Source: an optimization exercise on an open RTL-to-GDS flow (aim: small area, a short achievable clock period and few clock cycles per item). Production flows keep margins and buffers that such runs may drop. Where RTL was checked, it was by simulation tests only, not by an equivalence proof against the original. Only the layout flow was run in run 5; the RTL was not checked for function there. No activity file was given, so power comes from the tool's default toggle rates.

[config.mk]
export PLATFORM = sky130hd
export DESIGN_NAME = beep_env
export DESIGN_NICKNAME = beep_env
export VERILOG_FILES = /design/flow/design.v
export SDC_FILE = /design/flow/constraint.sdc
export NUM_CORES = 4
export LEC_CHECK = 0
export ABC_AREA = 1
export CAP_MARGIN = 0
export CORE_MARGIN = 2
export CORE_UTILIZATION = 40
export CTS_BUF_LIST = sky130_fd_sc_hd__clkbuf_8
export PLACE_DENSITY = 0.6
export SLEW_MARGIN = 0
[constraint.sdc]
create_clock -name core_clock -period 10.0 [get_ports {clk}]
set_input_delay 2.0000 -clock core_clock [delete_from_list [all_inputs] [get_ports {clk}]]
set_output_delay 2.0000 -clock core_clock [all_outputs]
set_load 0.01 [all_outputs]
[flow/run.sh]
#!/bin/bash
set -euo pipefail
export BUFFER_PORTS_ARGS="-buffer_cell sky130_fd_sc_hd__buf_1"
export SETUP_SLACK_MARGIN=7
bash standard.sh > standard_flow.log 2>&1
[standard.sh]
#!/bin/bash
# synth_recipe.tcl (not shown) runs the flow's synth.tcl, then flattens the netlist and writes it again
# the make line also repeats each setting of config.mk as NAME=value (left out here)
make -C /OpenROAD-flow-scripts/flow DESIGN_CONFIG=/design/flow/config.mk WORK_HOME=/design/flow/orfs CLKGATE_MAP_FILE= SYNTH_SCRIPT=/design/flow/synth_recipe.tcl "${@:-finish}"
[design.v]
module beep_env_div (
  input            clk,
  input            first,    
  input            step,     
  input            cbit,     
  input      [7:0] d,
  output reg [7:0] rem,
  output           qbit
);
  wire [7:0] rem_in = first ? 8'd0 : rem;
  wire [8:0] rem_sh = {rem_in, cbit};
  wire [9:0] diff   = {1'b0, rem_sh} - {2'b0, d};
  assign     qbit   = ~diff[9];
  always @(posedge clk) begin
    if (step)
      rem <= qbit ? diff[7:0] : rem_sh[7:0];
  end
endmodule
module beep_env (
  input             clk,
  input             rst,
  input             start,
  input      [31:0] env,         
  input      [31:0] gain,        
  output reg        ready,
  output reg        done,
  output reg        lut_we,
  output     [7:0]  lut_addr,
  output     [15:0] lut_data
);
  localparam [2:0] P_IDLE = 3'd0,
                   P_INIT = 3'd1,
                   P_RL   = 3'd2,
                   P_SU   = 3'd3,
                   P_DC   = 3'd4,
                   P_AT   = 3'd5;
  localparam [1:0] K_R = 2'd0, K_D = 2'd1, K_A = 2'd2;
  reg [2:0]  ph;
  reg [7:0]  atk, dec, sus, relp;    
  reg [23:0] g;
  reg        gbig;
  reg [8:0]  de;        
  reg        suNE;      
  reg        dcNE;      
  reg        atNE;      
  reg        nA;        
  reg        sgDC, sgAT;    
  reg [8:0]  i;         
  reg        last;      
  reg [23:0] acc;       
  reg        asat;      
  reg [23:0] qg;        
  reg        qsat;
  reg [7:0]  r;         
  reg        zb;        
  reg        cb;        
  reg [1:0]  dk;        
  reg        jb, jr;    
  reg [3:0]  jc;        
  reg        hm;        
  reg        jn;        
  reg        pr;        
  wire [7:0] sep  = ~relp;
  wire [2:0] fin  = atNE ? P_AT : dcNE ? P_DC : suNE ? P_SU : P_RL;
  wire       js   = jn;
  wire [7:0] dsel = (dk == K_R) ? relp : (dk == K_D) ? dec : atk;
  wire [7:0] rem;
  wire       qbit;
  wire       dstep = js | (jb & ~jc[3]);
  wire       hz    = js | (jb & (jc == 4'd0));    
  wire [3:0] jcn   = js ? 4'd1 : jc + 4'd1;      
  beep_env_div u_div (
    .clk   (clk),
    .first (hz),
    .step  (dstep),
    .cbit  (cb),
    .d     (dsel),
    .rem   (rem),
    .qbit  (qbit)
  );
  wire [8:0] rsum = {1'b0, r} + {1'b0, rem};
  wire [9:0] rdif = {1'b0, rsum} - {2'b0, dsel};
  wire       rc   = ~rdif[9];
  wire [7:0] rnxt = rc ? rdif[7:0] : rsum[7:0];
  wire [23:0] ax   = hm ? qg : acc;
  wire [25:0] asum = {2'b0, ax} + {2'b0, qg} + (zb ? {2'b0, g} : 26'd0);
  wire        aovf = asum[25] | asum[24] | (zb & gbig);
  reg        adv;       
  reg        enter;     
  reg [2:0]  np;        
  wire       jok      = jr | (jb & jc == 4'd8);    
  wire [2:0] after_rl = suNE ? P_SU : dcNE ? P_DC : P_AT;
  wire [2:0] after_su = dcNE ? P_DC : P_AT;
  wire       ok_at    = ~nA | ((dk == K_A) & jok);
  always @* begin
    adv   = 1'b0;
    enter = 1'b0;
    np    = ph;
    case (ph)
      P_INIT: begin
        np = P_RL;
        enter = 1'b1;
        adv = jok;
      end
      P_RL, P_SU, P_DC, P_AT:
        if (!last) adv = 1'b1;
        else begin
          enter = 1'b1;
          np = (ph == P_RL) ? after_rl : (ph == P_SU) ? after_su : P_AT;
          adv = (np == P_SU) | (np == P_DC & pr) | (np == P_AT & ok_at);
        end
      default: ;
    endcase
  end
  wire       zero_n = enter & ((np == P_RL) | (np == P_AT));    
  wire       step_n = ~zero_n & ((np == P_RL) | (np == P_DC) | (np == P_AT));
  wire [8:0] i_pm   = i + {{8{ph != P_AT}}, 1'b1};    
  wire [7:0] atm1   = atk - 8'd1;
  reg  [8:0] inx;
  reg        we_n;
  always @* begin
    if (!enter) begin
      inx  = i_pm;
      we_n = (ph == P_RL) ? (i > de) : (ph == P_DC) ? ~(i[8] & |i[7:0]) : 1'b1;
    end else case (np)
      P_RL:    begin inx = 9'd255;             we_n = ~de[8]; end
      P_SU:    begin inx = i_pm;               we_n = 1'b1; end
      P_DC:    begin inx = de - 9'd1;          we_n = ~(de[8] & |de[7:0]); end
      default: begin inx = 9'd0;               we_n = 1'b1; end
    endcase
  end
  reg  [8:0] stop;
  always @* begin
    case (ph)
      P_RL:    stop = {1'b0, sep};
      P_SU:    stop = de;
      P_DC:    stop = {1'b0, atk};
      default: stop = {1'b0, atm1};
    endcase
  end
  wire single = (np == P_SU) ? (i_pm == de) : (np == P_DC) ? sgDC : (np == P_AT) & sgAT;
  wire last_n = enter ? single : (i_pm == stop);
  wire lrl = adv & last_n & (np == P_RL);
  wire ldc = adv & last_n & (np == P_DC);
  assign lut_addr = i[7:0];
  assign lut_data = acc[23:8] | {16{asat}};
  wire [8:0] de_c = {1'b0, atk} + {1'b0, dec};
  always @(posedge clk) begin
    if (ready) begin
      atk  <= env[7:0];
      dec  <= env[15:8];
      sus  <= env[23:16];
      relp <= {env[31:25], env[24] | ~|env[31:25]};
      g    <= gain[23:0];
      gbig <= |gain[31:24];
      dk   <= K_R;
      jb   <= 1'b1;
      jr   <= 1'b0;
      jc   <= 4'd0;
      hm   <= 1'b0;
      jn   <= 1'b0;
      pr   <= 1'b0;
      cb   <= env[23];
    end else begin
      if (ph == P_INIT) begin
        de   <= de_c;
        suNE <= de_c < {1'b0, sep};
        dcNE <= |dec;
        atNE <= |atk;
        nA   <= |atk[7:1];
        sgDC <= dec == 8'd1;
        sgAT <= atk == 8'd1;
      end
      hm <= js | (jb & ~jc[3]);
      if (jb) begin
        jc <= jcn;
        if (jc == 4'd8) begin
          jb <= 1'b0;
          jr <= 1'b1;
        end
      end
      if (hz) begin
        qg   <= 24'd0;
        qsat <= 1'b0;
      end else if (hm) begin
        qg   <= asum[23:0];
        qsat <= qsat | aovf;
      end
      jn <= 1'b0;
      if (lrl) begin
        dk <= dcNE ? K_D : K_A;
        jn <= dcNE | nA;
        jr <= 1'b0;
      end
      if (ldc) begin
        dk <= K_A;
        jn <= nA;
        jr <= 1'b0;
      end
      if (js) begin
        jb <= 1'b1;
        jr <= 1'b0;
        jc <= 4'd1;
      end
      if (dstep)
        zb <= qbit;
      if (lrl)
        cb <= ~dcNE | ~sus[7];
      else if (ldc)
        cb <= 1'b1;
      else
        cb <= (dk == K_A) | (sus[~jcn[2:0]] ^ (dk == K_D));
      if (js & (dk == K_D)) begin
        pr <= 1'b0;
      end else if ((dk == K_D) & jr & ~pr) begin
        r  <= rnxt;
        zb <= rc;
        pr <= 1'b1;
      end
      if (adv) begin
        i    <= inx;
        last <= last_n;
        if (zero_n) begin
          acc  <= 24'd0;
          asat <= 1'b0;
          r    <= rem;
          zb   <= 1'b0;
        end else if (step_n) begin
          acc  <= asum[23:0];
          asat <= asat | qsat | aovf;
          r    <= rnxt;
          zb   <= rc;
        end
      end
      if (js & (dk == K_D))
        r <= dec - 8'd1;
    end
    if (rst) begin
      ph     <= P_IDLE;
      ready  <= 1'b1;
      done   <= 1'b0;
      lut_we <= 1'b0;
    end else if (ready) begin
      done   <= 1'b0;
      lut_we <= 1'b0;
      if (start) begin
        ph    <= P_INIT;
        ready <= 1'b0;
      end
    end else if (adv) begin
      lut_we <= we_n;
      if (last_n & (np == fin)) begin
        done  <= 1'b1;
        ph    <= P_IDLE;
        ready <= 1'b1;
      end else
        ph <= np;
    end
  end
endmodule
==> results of run 1 <==
==> layout make-up <==
cell class              count  area [um2]  area share [%]
well taps                 390       488.0           3.088
clock inverters            14       171.4           1.085
clock buffers              17       234.0           1.480
flip-flops and latches    167        4863           30.77
repair buffers            217        1614           10.21
inverters                 212       828.3           5.241
repair inverters            1       7.507         0.04750
multi-input cells        1063        7597           48.07
==> stage by stage <==
stage / total power, W / area (um2)
after floorplan: 0.001331 / 12250
after global placement: 0.001463 / 12950
after detailed placement: 0.001477 / 12950
after CTS: 0.002217 / 14770
after global routing: 0.002524 / 15800
final: 0.002405 / 15800
==> flip-flops by register name, indices dropped and copies added, names as in the netlist, 2 cells and up <==
name	cells
acc	24
g	24
qg	24
de	9
i	9
atk	8
dec	8
r	8
relp	8
sus	8
u_div.rem	8
jc	4
ph	3
dk	2
==> how the worst max path moves through the flow <==
stage                       start               endpoint  slack (ns)  cells past startpoint
3_3_place_gp        hm$_SDFF_PP0_  acc[19]$_SDFFCE_PP0P_        5.90                     15
5_1_grt            r[0]$_DFFE_PN_         r[0]$_DFFE_PN_        6.49                     22
3_5_place_dp        hm$_SDFF_PP0_  acc[19]$_SDFFCE_PP0P_        5.77                     15
4_1_cts        asat$_SDFFCE_PP0P_           lut_data[13]        6.60                      4
2_1_floorplan       hm$_SDFF_PP0_   qg[19]$_SDFFCE_PP0P_        6.86                     15
6_report       asat$_SDFFCE_PP0P_           lut_data[13]        6.62                      4
==> critical path: stages (launching register included) <==
cell and delay, ns:
edfxtp_1 0.44, clkinvlp_4 0.12, buf_12 0.14, nand2_1 0.06, buf_2 0.13
==> routing by layer <==
metal  track usage, %  vias up  wire, um
met1            30.67     5209     16310
met5                0        -         0
met4            6.199        0       785
li1                 -     5368         -
met3            3.197       61      1890
met2            37.71      327     18030
==> placed cells by master, fill, tap and decap left out, types with 10 or more instances in the layout <==
| cell | netlist | final |
|---|---|---|
| nand2_1 | 324 | 285 |
| inv_1 | 198 | 179 |
| edfxtp_1 | 149 | 149 |
| nor2_1 | 152 | 139 |
| buf_4 | 9 | 88 |
| nand3_1 | 75 | 67 |
| buf_1 | 2 | 67 |
| a21oi_1 | 98 | 61 |
| o21ai_0 | 82 | 56 |
| ha_1 | 88 | 56 |
| nand2_2 | 10 | 39 |
| buf_6 | 2 | 27 |
| a21oi_2 | 0 | 26 |
| ha_4 | 0 | 26 |
| nand4_1 | 25 | 25 |
| fa_1 | 30 | 25 |
| o21ai_1 | 12 | 23 |
| inv_2 | 7 | 23 |
| xor2_1 | 29 | 23 |
| clkbuf_8 | 0 | 17 |
| nand2_4 | 5 | 15 |
| o21ai_2 | 4 | 15 |
| nor3_1 | 19 | 15 |
| buf_2 | 3 | 15 |
| o22ai_1 | 15 | 14 |
| a21oi_4 | 1 | 13 |
| xnor2_1 | 23 | 12 |
| nor2_2 | 3 | 11 |
| nor2_4 | 5 | 10 |
==> power breakdown <==
group	switching, W	internal, W	leakage [nW]
registers	0.0000353	0.000833	1.60
clock network	0.000285	0.000248	0.196
logic	0.000546	0.000458	5.00
total	0.000866	0.00154	6.80
==> kinds of logic (layout without fill, tap and decap cells) <==
logic type | Yosys count | count (layout)
flip-flops | 167 | 167
AO/OA/AOI/OAI | 255 | 256
buffers and inverters | 240 | 461
AND/OR/NAND/NOR | 635 | 636
XOR/XNOR | 53 | 53
adder cells (fa/ha/maj) | 118 | 118
==> timing repair <==
item / CTS / global route
pin swaps: 64 / 82
buffers inserted: 71 / 46
endpoints found under the setup margin: 104 / 118
cloned: 6 / 0
resized for setup: 192 / 157
==> summary.txt, run 1 <==
Outcome
  • Outcome: complete, no violations

Setup path
  • R2r setup slk: ~6.7 ns
  • Critical Path AT: 1.38 ns
  • Reg-to-Reg Start: r[0]$_DFFE_PN_
  • Critical path endpoint category: output pin
  • R2r endpoint: zb$_DFFE_PN_
  • Crit Path Max Fanout: 15
  • Crit path launch type: flip-flop
  • Setup CP Type: flip-flop to output pin
  • Worst r2r path cells: 20
  • Critical Path RT: 8.00 ns

CTS
  • Worst-Skew Late Latency: around 0.50 ns
  • Hold Buf Count CTS: 0
  • Clock-pin slew on the worst setup and hold paths: about 0.090 ns
  • CTS tree: yes
  • CTS sink count: 167
  • CTS Buffer Depth: 2
  • CTS Buf Count: 17
  • CTS root buffer: clkbuf_8
  • H-tree Lvls: 4

Synthesis
  • Compound-gate portion of the synthesized area: 11.81%
  • Async set-reset flop share out of synthesis: 0%
  • Netlist Area Pre-Place: 0.01216 mm2
  • Yosys warns: 2
  • Post-synthesis mux area share: 0%
  • Cell variety after synth: 53
  • Count leader, synth: nand2_1
  • Largest family of logic cells by synthesized area: simple AND/OR/NAND/NOR gates
  • Synth top area share: 36.79%
  • Synth cell count leaders: nand2_1, inv_1, nor2_1, edfxtp_1, a21oi_1
  • Sequential share of the synthesized area: 39.75%
  • Syn Inst Count: around 1,500
  • Synth top area cells: edfxtp_1, nand2_1, ha_1
  • Flops & latches, synth: 167
  • Avg Cell Area, Syn: between 8 and 9 um2
  • Syn Nets: roughly 1,700
  • Synth Area in Adders: 13.99%
  • Synth Area in XOR/XNOR: 3.930%
  • Primary FF master, synth: edfxtp_1
  • Area leader, netlist: edfxtp_1
  • Simple-gate share of the synthesized area: 22.61%
  • Number of synthesized flops with an enable pin: 149

Flow run
  • MaxCap Viol Count: 0

Layout
  • Final nets: 1,864
  • Area growth, synth to finish: 29.95%
  • Post-Layout Cell Count: 2,081
  • Inserted Diodes: 0
  • Layout cells sized above 1: 25.96%
  • # fillers: 2,780
  • Post-Route Utilization: 53.04%

Floorplanning
  • Row cnt: 63
  • Initial Utilization: just over 40%
  • Die height: 178.4 um
  • Core area: 0.02980 mm2
  • Die Area: 0.03181 mm2
  • IO Pins: 94
  • Die Wd: 178.4 um

Power and ir drop
  • Pwr Density: 152.2 mW/mm2
  • VDD IR max: 0.1078 mV
  • Static Leak: just under 7 nW

Placed design
  • Placer congestion estimate: 0.9024
  • Post-Place Worst Slack: slightly below 6 ns
  • Post-DP HPWL: 24,250 um
  • Dpl cells: 1,927
  • IO buf count: 93

GRT
  • Largest net degree at the start of global routing: 55
  • Initial antenna violation count: 0
  • GRT Residual Overflow: 0
  • Total GRT Usage: a little under a quarter
  • Vias in the first global route: 10,400
  • First-pass GRT wire length: 55,330 um

STA
  • Setup TNS: 0 ns
  • Final Worst Setup Slack: 6.617 ns
  • Min Tclk post-route: 3.383 ns
  • Final slew viol count: 0
  • Rel. slew slack: 41.96%
  • Worst slew pin tran: 0.8685 ns
  • Final setup violation count: 0
  • Period Utilization, post-route: around 34%
  • Hold Vio Cnt, Final: 0
  • Setup Skew: approximately 0.021 ns
  • Min Hold Slack: 0.5039 ns
  • RSZ-0062 raised after global routing: true
  • FMAX: 295.6 MHz

Worst hold path
  • Hold endpoint: dk[0]$_SDFFE_PP0P_
  • Hold depth: 2
  • Worst min path class: flip-flop to flip-flop
  • Hold path start: dk[0]$_SDFFE_PP0P_

Drt
  • DRT Pass-1 Iters: 5
  • Vias: approximately 11,000
  • Vias per inst: 5.269
  • Drt initial violations: 933
  • Final WL: 37,010 um
  • WL per Instance: 17.79 um
  • Antenna viol nets, final: 0
  • Remaining DRCs: 0
Testbench counts, summed over its fixed seeds: cycles 26,026, builds 96.
==> inputs of run 2 (changes only) <==
==> flow/run.sh (replaced) <==
#!/bin/bash
set -euo pipefail
export BUFFER_PORTS_ARGS="-buffer_cell sky130_fd_sc_hd__buf_1"
export SETUP_SLACK_MARGIN=6.5
bash standard.sh > standard_flow.log 2>&1
==> summary.txt, run 2 <==
GRT
  • GRT Residual Overflow: 0 (unchanged)
  • First-pass GRT wire length: 51,290 um (-7.3%)
  • Vias in the first global route: 9,792 (-5.8%)
  • Largest net degree at the start of global routing: 58 (+5.5%)
  • Initial antenna violation count: 0 (unchanged)
  • Total GRT Usage: 21.00% (-1.6 points)

CTS
  • Clock-pin slew on the worst setup and hold paths: 0.10 ns (about the same)
  • CTS Buffer Depth: 2 (unchanged)
  • Worst-Skew Late Latency: 0.50 ns (about the same)
  • CTS Buf Count: 17 (unchanged)
  • CTS sink count: 167 (unchanged)
  • CTS root buffer: clkbuf_8
  • CTS tree: yes
  • H-tree Lvls: 4 (unchanged)

Synthesis
  • Yosys warns: 2 (unchanged)
  • Syn Inst Count: 1,468 (unchanged)
  • Syn Nets: 1,653 (unchanged)
  • Number of synthesized flops with an enable pin: 149 (unchanged)
  • Synth top area share: 36.79% (unchanged)
  • Synth cell count leaders: nand2_1, inv_1, nor2_1, edfxtp_1, a21oi_1
  • Area leader, netlist: edfxtp_1
  • Avg Cell Area, Syn: 8.285 um2 (unchanged)
  • Netlist Area Pre-Place: 0.01216 mm2 (unchanged)
  • Count leader, synth: nand2_1
  • Sequential share of the synthesized area: 39.75% (unchanged)
  • Synth top area cells: edfxtp_1, nand2_1, ha_1
  • Async set-reset flop share out of synthesis: 0% (unchanged)
  • Primary FF master, synth: edfxtp_1
  • Cell variety after synth: 53 (unchanged)
  • Flops & latches, synth: 167 (unchanged)

STA
  • Final setup violation count: 0 (unchanged)
  • RSZ-0062 raised after global routing: true
  • Min Tclk post-route: 3.403 ns (+0.01962 ns)
  • Worst slew pin tran: 1.039 ns (+0.1703 ns)
  • FMAX: 293.9 MHz (-0.58%)
  • Hold Vio Cnt, Final: 0 (unchanged)
  • Setup TNS: 0 ns (unchanged)
  • Final Worst Setup Slack: 6.597 ns (-0.01962 ns)
  • Rel. slew slack: 30.49% (-11 points)
  • Setup Skew: 0.02479 ns (+0.003746 ns)
  • Final slew viol count: 0 (unchanged)
  • Period Utilization, post-route: 34.03% (+0.20 points)
  • Min Hold Slack: 0.4984 ns (-0.005570 ns)

Worst hold path
  • Worst min path class: flip-flop to flip-flop

Layout
  • Final nets: 1,766 (-5.3%)
  • Most common library cell in the layout ignoring fill and taps: nand2_1
  • # fillers: 2,980 (+7.2%)
  • Layout cells sized above 1: 10.10% (-16 points)
  • Area growth, synth to finish: 13.19%
  • Biggest regs: acc: 24 flops, g: 24 flops, qg: 24 flops
  • Area taken by multi-input logic gates: 0.006561 mm2 (-14%)
  • Inserted Diodes: 0 (unchanged)
  • Most frequent cells in the layout: nand2_1, inv_1, nor2_1, edfxtp_1, a21oi_1
  • FF+latch area: 0.004846 mm2 (-0.36%)

Drt
  • Remaining DRCs: 0 (unchanged)
  • Antenna viol nets, final: 0 (unchanged)
  • DRT Pass-1 Iters: 5 (unchanged)
  • Final WL: 32,820 um (-11%)
  • WL per Instance: 16.54 um (-7.0%)
  • Vias per inst: 5.242 (-0.51%)
  • Vias: 10,400 (-5.1%)
  • Drt initial violations: 803 (-14%)

Setup path
  • Crit path depth: 4 (unchanged)
  • Critical Path AT: 1.40 ns (+0.02 ns)
  • Crit Path Max Fanout: 3 (-12)
  • Slowest cell on the critical path: edfxtp_1
  • CP Cell Sequence: clkinvlp_4, buf_4, nand2_2, buf_6
  • Critical Path RT: 8.00 ns (about the same)
  • Crit path buf inv count: 3 (unchanged)
  • Capture point of the worst path: lut_data[13]
  • Kind of cell adding the most delay to the critical path: flip-flops
  • Slowest stage delay, CP: 0.41 ns (-0.03 ns)
  • Worst r2r path cells: 16 (-20%)
  • Setup crit start: asat$_SDFFCE_PP0P_
  • Reg-to-Reg Start: hm$_SDFF_PP0_
  • R2r endpoint: acc[19]$_SDFFCE_PP0P_
  • Crit path launch type: flip-flop
  • Critical path endpoint category: output pin
  • Setup CP Type: flip-flop to output pin
  • R2r setup slk: 6.65 ns (-0.04 ns)

Power and ir drop
  • VDD IR max: 0.08999 mV (-17%)
  • Pwr Density: 149.4 mW/mm2 (-1.9%)
  • Static Leak: 6.033 nW (-11%)

Floorplanning
  • Initial Utilization: 40.82% (unchanged)
  • Row cnt: 63 (unchanged)
  • IO Pins: 94 (unchanged)
  • Die Area: 0.03181 mm2 (unchanged)
  • Die Wd: 178.4 um (unchanged)
  • Die height: 178.4 um (unchanged)
  • Core area: 0.02980 mm2 (unchanged)

Placed design
  • Placer congestion estimate: 0.9245 (+2.4%)
  • IO buf count: 93 (unchanged)
  • Post-DP HPWL: 24,450 um (+0.84%)
  • Post-Place Worst Slack: 5.675 ns (-0.09626 ns)

Outcome
  • Outcome: complete, no violations

Flow run
  • MaxCap Viol Count: 0 (unchanged)
## run 2: cell counts after synthesis
Identical to the previous run, type by type.
## run 2: where the power goes
group | internal [W] | total, W | switching, W
sequential | 0.000834 | 0.000873 | 0.0000387
clock | 0.000253 | 0.000539 | 0.000286
combinational | 0.000253 | 0.000644 | 0.000391
total | 0.00134 | 0.00206 | 0.000716
## run 2: final cells by class
type,instances,area share (%)
clock buffer,17,1.700
clock inverter,15,1.409
inverter,212,5.917
multi-input combinational,1062,47.66
sequential,167,35.20
tap,390,3.545
timing repair buffer,121,4.563
## run 2: how the worst min path moves through the flow
stage	to	slack, ns	depth (start not counted)	start
detailed placement	done$_SDFFE_PP0P_	0.47	1	done$_SDFFE_PP0P_
floorplan	jn$_SDFF_PP0_	0.46	2	nA$_DFFE_PP_
global route	jc[3]$_SDFFE_PP0P_	0.53	2	jc[3]$_SDFFE_PP0P_
finish	done$_SDFFE_PP0P_	0.50	1	done$_SDFFE_PP0P_
CTS	done$_SDFFE_PP0P_	0.50	1	done$_SDFFE_PP0P_
global placement	done$_SDFFE_PP0P_	0.46	1	done$_SDFFE_PP0P_
## run 2: timing repair
item | 4_1_cts | 5_1_grt
endpoints found under the setup margin | 53 | 57
buffers inserted | 9 | 12
cloned | 2 | 0
hold buffers | 0 | 0
gates resized for setup | 17 | 57
pin swaps | 5 | 9
## run 2: per-stage QoR
stage | total power (W) | std cells | instance area [um2] | util [%]
after floorplan | 0.001319 | 1468 | 12160 | -
after global placement | 0.001461 | 1929 | 12900 | 43.29
after detailed placement | 0.001472 | 1929 | 12900 | 43.29
after CTS | 0.002033 | 1972 | 13490 | 45.28
after global routing | 0.002179 | 1984 | 13770 | 46.20
final | 0.002056 | 1984 | 13770 | 46.20
## run 2: logic make-up (layout without fill, tap and decap cells)
kind of cell               Yosys count  after routing  share of synthesized area [%]
and+or+nand+nor                    635            635                          22.61
buffers and inverters              240            365                          7.901
DFF                                167            167                          39.75
xor gates and xnor gates            53             53                          3.930
AOI/OAI and AO/OA                  255            256                          11.81
adders and majority gates          118            118                          13.99
## run 2: routing by layer
metal  vias up  track usage [%]  part of all wire [%]
li1       5158                -                     -
met1      4918            28.08                    45
met2       293            35.25                    48
met3        32            3.602                   5.3
met4         0            5.352                   1.4
met5         -                0                     0
==> inputs of run 3 (changes only) <==
--- a/config.mk
+++ b/config.mk
@@ -10,5 +10,5 @@
 export CORE_MARGIN = 2
-export CORE_UTILIZATION = 40
+export CORE_UTILIZATION = 60
 export CTS_BUF_LIST = sky130_fd_sc_hd__clkbuf_8
-export PLACE_DENSITY = 0.6
+export PLACE_DENSITY = 0.8
 export SLEW_MARGIN = 0
==> summary.txt, run 3 <==
Outcome
  • Outcome: complete, no violations

CTS
  • Worst-Skew Late Latency: 0.48 ns (-0.02 ns)
  • H-tree Lvls: 4 (unchanged)
  • CTS root buffer: clkbuf_8
  • Hold Buf Count CTS: 0 (unchanged)
  • CTS tree: yes
  • Clock-pin slew on the worst setup and hold paths: 0.10 ns (about the same)
  • CTS Buffer Depth: 2 (unchanged)
  • CTS Buf Count: 17 (unchanged)
  • CTS sink count: 167 (unchanged)

Floorplanning
  • Die Area: 0.02142 mm2 (-33%)
  • Die Wd: 146.4 um (-18%)
  • Initial Utilization: 60.69% (+20 points)
  • Row cnt: 52 (-17%)
  • IO Pins: 94 (unchanged)
  • Die height: 146.4 um (-18%)
  • Core area: 0.02004 mm2 (-33%)

GRT
  • GRT Residual Overflow: 0 (unchanged)
  • Largest net degree at the start of global routing: 71 (+22%)
  • First-pass GRT wire length: 49,540 um (-3.4%)
  • Vias in the first global route: 10,250 (+4.7%)
  • Initial antenna violation count: 1 (+1)
  • Total GRT Usage: 28.87% (+7.9 points)

Synthesis
  • Yosys warns: 2 (unchanged)
  • Synth top area share: 36.79% (unchanged)
  • Number of synthesized flops with an enable pin: 149 (unchanged)
  • Syn Nets: 1,653 (unchanged)
  • Synth cell count leaders: nand2_1, inv_1, nor2_1, edfxtp_1, a21oi_1
  • Sequential share of the synthesized area: 39.75% (unchanged)
  • Count leader, synth: nand2_1
  • Primary FF master, synth: edfxtp_1
  • Area leader, netlist: edfxtp_1
  • Async set-reset flop share out of synthesis: 0% (unchanged)
  • Syn Inst Count: 1,468 (unchanged)
  • Cell variety after synth: 53 (unchanged)
  • Avg Cell Area, Syn: 8.285 um2 (unchanged)
  • Flops & latches, synth: 167 (unchanged)
  • Synth top area cells: edfxtp_1, nand2_1, ha_1
  • Netlist Area Pre-Place: 0.01216 mm2 (unchanged)

Setup path
  • Worst r2r path cells: 16 (unchanged)
  • R2r setup slk: 6.64 ns (about the same)
  • Crit Path Max Fanout: 13 (+10)
  • Critical Path RT: 8.00 ns (about the same)
  • Setup CP Type: flip-flop to output pin
  • Crit path launch type: flip-flop
  • CP Cell Sequence: clkinvlp_4, buf_4, nand2_1, buf_1
  • Critical Path AT: 1.43 ns (+0.03 ns)
  • Slowest cell on the critical path: edfxtp_1
  • R2r endpoint: acc[19]$_SDFFCE_PP0P_
  • Reg-to-Reg Start: hm$_SDFF_PP0_
  • Critical path endpoint category: output pin
  • Slowest stage delay, CP: 0.44 ns (+0.03 ns)

STA
  • Setup TNS: 0 ns (unchanged)
  • Min Tclk post-route: 3.430 ns (+0.02713 ns)
  • Setup Skew: 0.01577 ns (-0.009016 ns)
  • FMAX: 291.6 MHz (-0.79%)
  • Final setup violation count: 0 (unchanged)
  • Rel. slew slack: 24.58% (-5.9 points)
  • Hold Vio Cnt, Final: 0 (unchanged)
  • Final slew viol count: 0 (unchanged)
  • Worst slew pin tran: 1.127 ns (+0.08830 ns)
  • Period Utilization, post-route: 34.30% (+0.27 points)
  • RSZ-0062 raised after global routing: true

Layout
  • Layout cells sized above 1: 9.171% (-0.93 points)
  • Inserted Diodes: 0 (unchanged)
  • Biggest regs: acc: 24 flops, g: 24 flops, qg: 24 flops
  • Most frequent cells in the layout: nand2_1, inv_1, edfxtp_1, nor2_1, buf_1
  • Area taken by multi-input logic gates: 0.006539 mm2 (-0.34%)
  • # fillers: 1,619 (-46%)
  • Final nets: 1,764 (-0.11%)
  • FF+latch area: 0.004843 mm2 (about the same)
  • Area growth, synth to finish: 11.27%
  • Post-Route Utilization: 67.53% (+21 points)
  • Most common library cell in the layout ignoring fill and taps: nand2_1

Power and ir drop
  • VDD IR max: 0.09874 mV (+9.7%)
  • Static Leak: 5.979 nW (-0.90%)
  • Pwr Density: 149.9 mW/mm2 (+0.36%)

Drt
  • WL per Instance: 16.54 um (about the same)
  • Drt initial violations: 909 (+13%)
  • Final WL: 30,790 um (-6.2%)
  • Vias per inst: 5.673 (+8.2%)
  • Vias: 10,560 (+1.6%)
  • Remaining DRCs: 0 (unchanged)
  • DRT Pass-1 Iters: 6 (+1)
  • Antenna viol nets, final: 0 (unchanged)

Worst hold path
  • Hold endpoint: done$_SDFFE_PP0P_
  • Hold path start: done$_SDFFE_PP0P_
  • Hold depth: 1 (unchanged)
  • Worst min path class: flip-flop to flip-flop

Placed design
  • Post-DP HPWL: 22,700 um (-7.2%)
  • IO buf count: 93 (unchanged)
  • Placer congestion estimate: 0.9897 (+7.1%)

Flow run
  • MaxCap Viol Count: 0 (unchanged)
## run 3: stage by stage
step	total power (W)	cells	hold slack [ns]	worst slack, ns	instance area (um2)
after floorplan	0.001319	1468	0.4550	6.617	12160
after global routing	0.002139	1862	0.5096	6.424	13530
after CTS	0.001978	1850	0.4856	6.470	13300
after detailed placement	0.001466	1810	0.4628	5.723	12760
final	0.002028	1862	0.4807	6.570	13530
after global placement	0.001443	1810	0.4546	5.956	12760
## run 3: worst max-delay path by stage
stage	start	to	slack (ns)
after global routing	hm$_SDFF_PP0_	acc[19]$_SDFFCE_PP0P_	6.42
after floorplan	zb$_DFFE_PN_	qg[19]$_SDFFCE_PP0P_	6.62
after CTS	hm$_SDFF_PP0_	acc[19]$_SDFFCE_PP0P_	6.47
after global placement	hm$_SDFF_PP0_	acc[19]$_SDFFCE_PP0P_	5.96
final	asat$_SDFFCE_PP0P_	lut_data[8]	6.57
after detailed placement	hm$_SDFF_PP0_	acc[19]$_SDFFCE_PP0P_	5.72
## run 3: layout make-up
type / instances / share of cell area, %
inverters: 212 / 6.019
clock buffers: 18 / 1.831
flip-flops and latches: 167 / 35.79
repair buffers: 119 / 4.355
clock inverters: 14 / 1.184
well taps: 270 / 2.497
multi-input cells: 1062 / 48.32
## run 3: what timing repair did
item	4_1_cts	5_1_grt
endpoints found under the setup margin	51	42
gates cloned	2	0
setup buffers	6	12
pin swaps	2	9
gates resized for setup	17	41
## run 3: logic make-up after synthesis
logic type	Yosys count	share of synthesized area [%]
AOI/OAI and AO/OA	255	11.81
xor gates and xnor gates	53	3.930
adders and majority gates	118	13.99
buffers and inverters	240	7.901
DFF	167	39.75
and+or+nand+nor	635	22.61
## run 3: report_power, final
part	switching, W	internal, W
sequential	0.0000354	0.000834
clock	0.000291	0.000216
combinational	0.000398	0.000254
total	0.000725	0.00130
## run 3: routing by layer
layer	GRT usage (%)	wire length, um	vias up
li1	-	-	5155
met1	37.39	12670	4875
met2	48.68	14730	447
met3	5.531	2435	85
met4	10.49	949	2
met5	0	13	-
## run 3: worst max-delay path: cells and delay by family, from the launching register on
kind | cells | cell delay (ns)
flops | 1 | 0.44
simple gates | 1 | 0.08
buf+inv | 3 | 0.42
==> inputs of run 4 (changes only) <==
--- a/config.mk
+++ b/config.mk
@@ -10,5 +10,5 @@
 export CORE_MARGIN = 2
-export CORE_UTILIZATION = 60
+export CORE_UTILIZATION = 50
 export CTS_BUF_LIST = sky130_fd_sc_hd__clkbuf_8
-export PLACE_DENSITY = 0.8
+export PLACE_DENSITY = 0.7
 export SLEW_MARGIN = 0
==> summary.txt, run 4 <==
Outcome
  • Outcome: complete, no violations

Layout
  • Post-Route Utilization: 56.39% (-11 points)
  • Inserted Diodes: 0 (unchanged)
  • Most frequent cells in the layout: nand2_1, inv_1, nor2_1, edfxtp_1, buf_1
  • Most common library cell in the layout ignoring fill and taps: nand2_1
  • # fillers: 2,300 (+42%)
  • Layout cells sized above 1: 8.627% (-0.54 points)
  • Biggest regs: acc: 24 flops, g: 24 flops, qg: 24 flops
  • Final nets: 1,760 (-0.23%)
  • Area growth, synth to finish: 11.78%

Drt
  • Remaining DRCs: 0 (unchanged)
  • DRT Pass-1 Iters: 5 (-1)
  • WL per Instance: 16.45 um (-0.51%)
  • Top Layer Used: met4
  • Drt initial violations: 878 (-3.4%)
  • Met2 wire len: 14,460 um (-1.8%)
  • Antenna viol nets, final: 0 (unchanged)
  • WL met1: 14,320 um (+13%)
  • Final WL: 31,460 um (+2.2%)
  • Vias: 10,430 (-1.3%)
  • Met3 WL: 1929 um (-21%)
  • Vias per inst: 5.452 (-3.9%)

Power and ir drop
  • Static Leak: 5.982 nW (about the same)
  • Design Power: 0.001998 W (-1.5%)
  • VDD IR max: 0.07045 mV (-29%)
  • Pwr Density: 146.9 mW/mm2 (-2.0%)

CTS
  • Worst-Skew Late Latency: 0.49 ns (about the same)
  • CTS Buffer Depth: 2 (unchanged)
  • H-tree Lvls: 4 (unchanged)
  • Clock-pin slew on the worst setup and hold paths: 0.10 ns (about the same)
  • CTS sink count: 167 (unchanged)
  • CTS Buf Count: 17 (unchanged)
  • CTS tree: yes
  • CTS root buffer: clkbuf_8

Synthesis
  • Cell variety after synth: 53 (unchanged)
  • Area leader, netlist: edfxtp_1
  • Primary FF master, synth: edfxtp_1
  • Yosys warns: 2 (unchanged)
  • Syn Inst Count: 1,468 (unchanged)
  • Syn Nets: 1,653 (unchanged)
  • Flops & latches, synth: 167 (unchanged)
  • Synth cell count leaders: nand2_1, inv_1, nor2_1, edfxtp_1, a21oi_1
  • Synth top area share: 36.79% (unchanged)
  • Synth top area cells: edfxtp_1, nand2_1, ha_1
  • Sequential share of the synthesized area: 39.75% (unchanged)
  • Netlist Area Pre-Place: 0.01216 mm2 (unchanged)
  • Avg Cell Area, Syn: 8.285 um2 (unchanged)
  • Number of synthesized flops with an enable pin: 149 (unchanged)
  • Async set-reset flop share out of synthesis: 0% (unchanged)
  • Count leader, synth: nand2_1

Setup path
  • Crit path launch type: flip-flop
  • Crit path buf inv count: 3 (unchanged)
  • CP Cell Sequence: clkinvlp_4, buf_12, nand2_1, buf_1
  • Critical path endpoint category: output pin
  • Setup CP Type: flip-flop to output pin
  • Slowest cell on the critical path: edfxtp_1
  • Critical Path RT: 8.00 ns (about the same)
  • Critical Path AT: 1.40 ns (-0.03 ns)
  • Slowest stage delay, CP: 0.42 ns (-0.02 ns)
  • Crit Path Max Fanout: 16 (+3)
  • Kind of cell adding the most delay to the critical path: buffers and inverters

STA
  • Hold Vio Cnt, Final: 0 (unchanged)
  • Setup TNS: 0 ns (unchanged)
  • Final slew viol count: 0 (unchanged)
  • Worst slew pin tran: 1.073 ns (-0.05439 ns)
  • Min Tclk post-route: 3.403 ns (-0.02672 ns)
  • FMAX: 293.8 MHz (+0.78%)
  • Rel. slew slack: 28.22% (+3.6 points)
  • Setup Skew: 0.02384 ns (+0.008068 ns)
  • Period Utilization, post-route: 34.03% (-0.27 points)
  • RSZ-0062 raised after global routing: true
  • Final setup violation count: 0 (unchanged)
  • Final Worst Setup Slack: 6.597 ns (+0.02672 ns)

Placed design
  • Post-DP HPWL: 23,070 um (+1.6%)
  • Placer congestion estimate: 0.9250 (-6.5%)
  • Post-Place Worst Slack: 5.825 ns (+0.1014 ns)
  • IO buf count: 93 (unchanged)

Floorplanning
  • Die Wd: 160.0 um (+9.3%)
  • Die Area: 0.02559 mm2 (+19%)
  • Die height: 160.0 um (+9.3%)
  • IO Pins: 94 (unchanged)
  • Row cnt: 57 (+9.6%)
  • Core area: 0.02411 mm2 (+20%)
  • Initial Utilization: 50.45% (-10 points)

GRT
  • Initial antenna violation count: 0 (-1)
  • Vias in the first global route: 9,896 (-3.5%)
  • First-pass GRT wire length: 50,450 um (+1.8%)
  • Total GRT Usage: 24.76% (-4.1 points)
  • GRT Residual Overflow: 0 (unchanged)
  • Largest net degree at the start of global routing: 56 (-21%)

Flow run
  • MaxCap Viol Count: 0 (unchanged)

Worst hold path
  • Worst min path class: flip-flop to flip-flop
## run 4: cell counts after synthesis
No cell type changed its count.
## run 4: layer usage
layer  global-route usage (%)  vias up
li1                         -     5147
met1                    35.15     4884
met2                    39.65      342
met3                    3.351       52
met4                    7.658        0
met5                        0        -
## run 4: where the power goes
part | switching [W] | internal (W)
Clock | 0.000306 | 0.000188
Sequential | 0.0000376 | 0.000834
Combinational | 0.000389 | 0.000243
## run 4: timing repair
action	4_1_cts	5_1_grt
endpoints found under the hold margin	0	0
gates resized for setup	17	37
setup endpoints to repair	56	39
pin swaps	4	5
cloned	2	1
hold buffers	0	0
buffers inserted	8	6
## run 4: through the flow
stage               std cells  area (um2)  hold slack, ns
floorplan                1468       12160          0.4550
global placement         1863       12820          0.4531
detailed placement       1863       12820          0.4557
CTS                      1905       13390          0.4783
global route             1912       13590          0.5182
finish                   1912       13590          0.4790
## run 4: worst paths after layout
check                           cells past startpoint  slack, ns               endpoint               start
worst min-delay path                                1       0.48      done$_SDFFE_PP0P_   done$_SDFFE_PP0P_
worst max-delay path                                4       6.60            lut_data[3]  asat$_SDFFCE_PP0P_
worst min register to register                      1       0.48      done$_SDFFE_PP0P_   done$_SDFFE_PP0P_
worst max register to register                     16       6.66  acc[19]$_SDFFCE_PP0P_       hm$_SDFF_PP0_
## run 4: cell families (layout without fill, tap and decap cells)
family	Yosys count	in the layout	synth area share, %
and+or+nand+nor	635	635	22.61
adders and majority gates	118	118	13.99
DFF	167	167	39.75
xor gates and xnor gates	53	53	3.930
buffers and inverters	240	359	7.901
AOI/OAI and AO/OA	255	256	11.81
## run 4: worst reg2reg max path, stage by stage, from the launching register on
cell and delay (ns):
dfxtp_4 0.41, buf_12 0.15, clkinv_4 0.10, nand2_1 0.07, nand2_1 0.07, fa_1 0.51
ha_2 0.19, inv_1 0.05, fa_2 0.36, o21ai_4 0.20, a31oi_4 0.12, o21ai_2 0.22
a21boi_2 0.10, o21bai_1 0.18, a21oi_1 0.10, xor2_1 0.20, nor2_1 0.06
## run 4: cell type report
| cell class | instances | area (um2) | share of cell area [%] |
|---|---|---|---|
| clock inverters | 15 | 160.2 | 1.178 |
| clock buffers | 17 | 234.0 | 1.721 |
| flip-flops and latches | 167 | 4847 | 35.66 |
| well taps | 324 | 405.4 | 2.982 |
| repair buffers | 115 | 598.1 | 4.399 |
| multi-input cells | 1062 | 6531 | 48.04 |
| inverters | 212 | 818.3 | 6.019 |
==> inputs of run 5 (changes only) <==
--- a/design.v
+++ b/design.v
@@ -43,6 +43,2 @@
   reg        suNE;      
-  reg        dcNE;      
-  reg        atNE;      
-  reg        nA;        
-  reg        sgDC, sgAT;    
   reg [8:0]  i;         
@@ -63,2 +59,7 @@
   wire [7:0] sep  = ~relp;
+  wire       dcNE = |dec;           
+  wire       atNE = |atk;           
+  wire       nA   = |atk[7:1];      
+  wire       sgDC = (dec == 8'd1);  
+  wire       sgAT = (atk == 8'd1);  
   wire [2:0] fin  = atNE ? P_AT : dcNE ? P_DC : suNE ? P_SU : P_RL;
@@ -167,7 +168,2 @@
         suNE <= de_c < {1'b0, sep};
-        dcNE <= |dec;
-        atNE <= |atk;
-        nA   <= |atk[7:1];
-        sgDC <= dec == 8'd1;
-        sgAT <= atk == 8'd1;
       end
--- a/config.mk
+++ b/config.mk
@@ -10,5 +10,5 @@
 export CORE_MARGIN = 2
-export CORE_UTILIZATION = 50
+export CORE_UTILIZATION = 40
 export CTS_BUF_LIST = sky130_fd_sc_hd__clkbuf_8
-export PLACE_DENSITY = 0.7
+export PLACE_DENSITY = 0.6
 export SLEW_MARGIN = 0
==> summary.txt, run 5 <==
GRT
  • Initial antenna violation count: 0 (unchanged)
  • Vias in the first global route: 10,030 (+1.3%)
  • GRT Residual Overflow: 0 (unchanged)
  • Total GRT Usage: 20.71% (-4.1 points)
  • First-pass GRT wire length: 50,950 um (+1.0%)
  • Largest net degree at the start of global routing: 37 (-34%)

STA
  • RSZ-0062 raised after global routing: true
  • Rel. slew slack: 40.92% (+13 points)
  • Final slew viol count: 0 (unchanged)
  • FMAX: 290.1 MHz (-1.3%)
  • Min Tclk post-route: 3.447 ns (+0.04353 ns)
  • Final setup violation count: 0 (unchanged)
  • Hold Vio Cnt, Final: 0 (unchanged)
  • Setup Skew: 0.01953 ns (-0.004307 ns)
  • Setup TNS: 0 ns (unchanged)
  • Worst slew pin tran: 0.8830 ns (-0.1898 ns)
  • Period Utilization, post-route: 34.47% (+0.44 points)

Setup path
  • Crit path launch type: flip-flop
  • Capture point of the worst path: r[7]$_DFFE_PN_
  • Critical Path RT: 10.23 ns (+2.23 ns)
  • Setup CP Type: flip-flop to flip-flop
  • Reg-to-Reg Start: r[0]$_DFFE_PN_
  • Crit Path Max Fanout: 5 (-11)
  • R2r setup slk: 6.55 ns (-0.11 ns)
  • Setup crit start: r[0]$_DFFE_PN_
  • Worst r2r path cells: 18 (+2)
  • Critical Path AT: 3.68 ns (+2.28 ns)
  • Critical path endpoint category: flip-flop
  • R2r endpoint: r[7]$_DFFE_PN_

Layout
  • Cell area after layout: 0.01379 mm2 (+1.4%)
  • Biggest regs: acc: 24 flops, g: 24 flops, qg: 24 flops
  • Layout cells sized above 1: 9.743% (+1.1 points)
  • Final nets: 1,804 (+2.5%)
  • Most common library cell in the layout ignoring fill and taps: nand2_1
  • Most frequent cells in the layout: nand2_1, inv_1, nor2_1, edfxtp_1, buf_1
  • Post-Layout Cell Count: 2,022 (+5.8%)
  • Post-Route Utilization: 46.40% (-10 points)
  • Inserted Diodes: 0 (unchanged)
  • Area growth, synth to finish: 13.95%

CTS
  • CTS root buffer: clkbuf_8
  • CTS sink count: 162 (-3.0%)
  • Clock-pin slew on the worst setup and hold paths: 0.10 ns (about the same)
  • CTS Buffer Depth: 2 (unchanged)
  • CTS Buf Count: 17 (unchanged)
  • H-tree Lvls: 4 (unchanged)
  • Worst-Skew Late Latency: 0.50 ns (about the same)
  • CTS tree: yes

Power and ir drop
  • Design Power: 0.002048 W (+2.5%)
  • Pwr Density: 148.5 mW/mm2 (+1.1%)
  • Static Leak: 6.044 nW (+1.0%)
  • VDD IR max: 0.09902 mV (+41%)

Synthesis
  • Sequential share of the synthesized area: 38.71% (-1.0 points)
  • Area leader, netlist: edfxtp_1
  • Async set-reset flop share out of synthesis: 0% (unchanged)
  • Primary FF master, synth: edfxtp_1
  • Number of synthesized flops with an enable pin: 144 (-3.4%)
  • Syn Inst Count: 1,505 (+2.5%)
  • Synth top area cells: edfxtp_1, nand2_1, ha_1
  • Avg Cell Area, Syn: 8.041 um2 (-2.9%)
  • Synth cell count leaders: nand2_1, inv_1, nor2_1, edfxtp_1, o21ai_0
  • Syn Nets: 1,690 (+2.2%)
  • Flops & latches, synth: 162 (-3.0%)
  • Yosys warns: 2 (unchanged)
  • Cell variety after synth: 51 (-3.8%)
  • Synth top area share: 35.73% (-1.1 points)
  • Count leader, synth: nand2_1
  • Netlist Area Pre-Place: 0.01210 mm2 (-0.49%)

Drt
  • Antenna viol nets, final: 0 (unchanged)
  • Vias: 10,470 (+0.46%)
  • WL per Instance: 16.15 um (-1.8%)
  • DRT Pass-1 Iters: 5 (unchanged)
  • Vias per inst: 5.180 (-5.0%)
  • Final WL: 32,650 um (+3.8%)
  • Remaining DRCs: 0 (unchanged)
  • Drt initial violations: 785 (-11%)

Floorplanning
  • Die height: 177.9 um (+11%)
  • Initial Utilization: 40.72% (-9.7 points)
  • Die Area: 0.03166 mm2 (+24%)
  • IO Pins: 94 (unchanged)
  • Core area: 0.02972 mm2 (+23%)
  • Die Wd: 177.9 um (+11%)
  • Row cnt: 63 (+11%)

Worst hold path
  • Worst min path class: flip-flop to flip-flop
  • Hold depth: 2 (+1)

Placed design
  • Post-DP HPWL: 24,430 um (+5.9%)
  • IO buf count: 93 (unchanged)
  • Cell area after placement: 0.01286 mm2 (+0.36%)
  • Dpl cells: 1,965 (+5.5%)
  • Placer congestion estimate: 0.9578 (+3.5%)

Outcome
  • Outcome: complete, no violations

Flow run
  • MaxCap Viol Count: 0 (unchanged)
==> run 5: cell count changes in the layout (fill, tap and decap cells not counted), sizes merged, moves of 5 or more <==
| cell | previous run | this run |
|---|---|---|
| buf | 113 | 120 |
| nand3 | 77 | 71 |
| o21ai | 98 | 113 |
| inv | 215 | 224 |
| nor3 | 20 | 12 |
| edfxtp | 149 | 144 |
| nand2 | 339 | 365 |
==> run 5: metrics by stage <==
step	worst slack [ns]	hold WS, ns
after floorplan	6.571	0.4727
after global placement	5.888	0.4429
after detailed placement	5.764	0.4562
after CTS	6.487	0.4710
after global routing	6.400	0.4907
final	6.553	0.4628
==> run 5: power by group <==
part,switching (W),leakage (nW),internal [W],total [W]
sequential,0.0000370,1.55,0.000813,0.000850
combinational,0.000441,4.30,0.000273,0.000715
clock,0.000280,0.188,0.000203,0.000483
==> run 5: cell type report <==
| cell class | instances | area [um2] |
|---|---|---|
| fillers | 2933 | 15930 |
| multi-input cells | 1095 | 6729 |
| flip-flops and latches | 162 | 4693 |
| inverters | 221 | 843.3 |
| repair buffers | 122 | 650.6 |
| well taps | 390 | 488.0 |
| clock buffers | 17 | 234.0 |
| clock inverters | 15 | 151.4 |
==> run 5: cells by family (layout without fill, tap and decap cells) <==
logic type	Yosys count	in the layout	share of synthesized area, %
AND/OR/NAND/NOR	653	654	22.89
AO/OA/AOI/OAI	269	270	12.49
buffers and inverters	250	375	8.003
flip-flops	162	162	38.71
adder cells (fa/ha/maj)	118	118	14.06
XOR/XNOR	52	52	3.763
multiplexers	1	1	0.08272
==> run 5: layer usage <==
layer,vias up,track usage [%],part of all wire (%)
li1,5265,-,-
met1,4916,28.28,47
met2,258,33.96,47
met3,34,3.363,4.9
met4,0,5.669,1.6
met5,-,0,0
==> run 5: worst min-delay path by stage <==
| stage | endpoint | startpoint | slack (ns) |
|---|---|---|---|
| final | done$_SDFFE_PP0P_ | done$_SDFFE_PP0P_ | 0.46 |
| after global routing | done$_SDFFE_PP0P_ | done$_SDFFE_PP0P_ | 0.49 |
| after CTS | done$_SDFFE_PP0P_ | done$_SDFFE_PP0P_ | 0.47 |
| after detailed placement | done$_SDFFE_PP0P_ | done$_SDFFE_PP0P_ | 0.46 |
| after global placement | done$_SDFFE_PP0P_ | done$_SDFFE_PP0P_ | 0.44 |
| after floorplan | done$_SDFFE_PP0P_ | done$_SDFFE_PP0P_ | 0.47 |
==> run 5: critical path: stages, from the launching register on <==
cell and delay, ns:
edfxtp_1 0.46, ha_4 0.20, fa_2 0.37, nand3_2 0.09, nand3_4 0.09, nand2_2 0.09
nand2_2 0.05, a21oi_2 0.18, xnor2_2 0.13, ha_4 0.31, nand2_2 0.05, o211ai_1 0.30
a21oi_2 0.16, nand2_1 0.11, o21ai_2 0.09, mux2i_1 0.22, o21ai_1 0.09, nor2_1 0.14
a21oi_1 0.08
==> run 5: repair_timing <==
action | CTS | global route
setup endpoints to repair | 94 | 66
hold buffers | 0 | 0
cloned | 1 | 2
pin swaps | 5 | 26
setup buffers | 12 | 10
gates resized for setup | 26 | 60

## re-timing with driven ports
The flow's constraints put no driver on any port. The routed layouts listed below were extracted and timed again, unchanged, in two steps.
Step 1 (the two cells are an assumption about what drives the block):
set clk [get_ports {clk}]
set_driving_cell -lib_cell sky130_fd_sc_hd__clkbuf_16 $clk
set_driving_cell -lib_cell sky130_fd_sc_hd__buf_2 [delete_from_list [all_inputs] $clk]
Step 2 times the ports against the registers' clock, not the clock port: input delays grow and output delays shrink by t, the midpoint of the rising clock arrivals with the driver on.
Slacks: ideal / step 1 / step 2; pairs: ideal / step 1.
| run | shift t [ns] | setup slack, ns | cell pins on the clock port's net |
|---|---|---|---|
| run 1 | 0.532 | 6.617 / 6.572 / 6.689 | 1 |
| run 2 | 0.530 | 6.597 / 6.554 / 6.645 | 1 |
| run 3 | 0.510 | 6.570 / 6.532 / 6.636 | 1 |
| run 4 | 0.515 | 6.597 / 6.555 / 6.664 | 1 |
| run 5 | 0.532 | 6.553 / 6.553 / 6.553 | 1 |
After both steps every run listed still meets setup and hold.
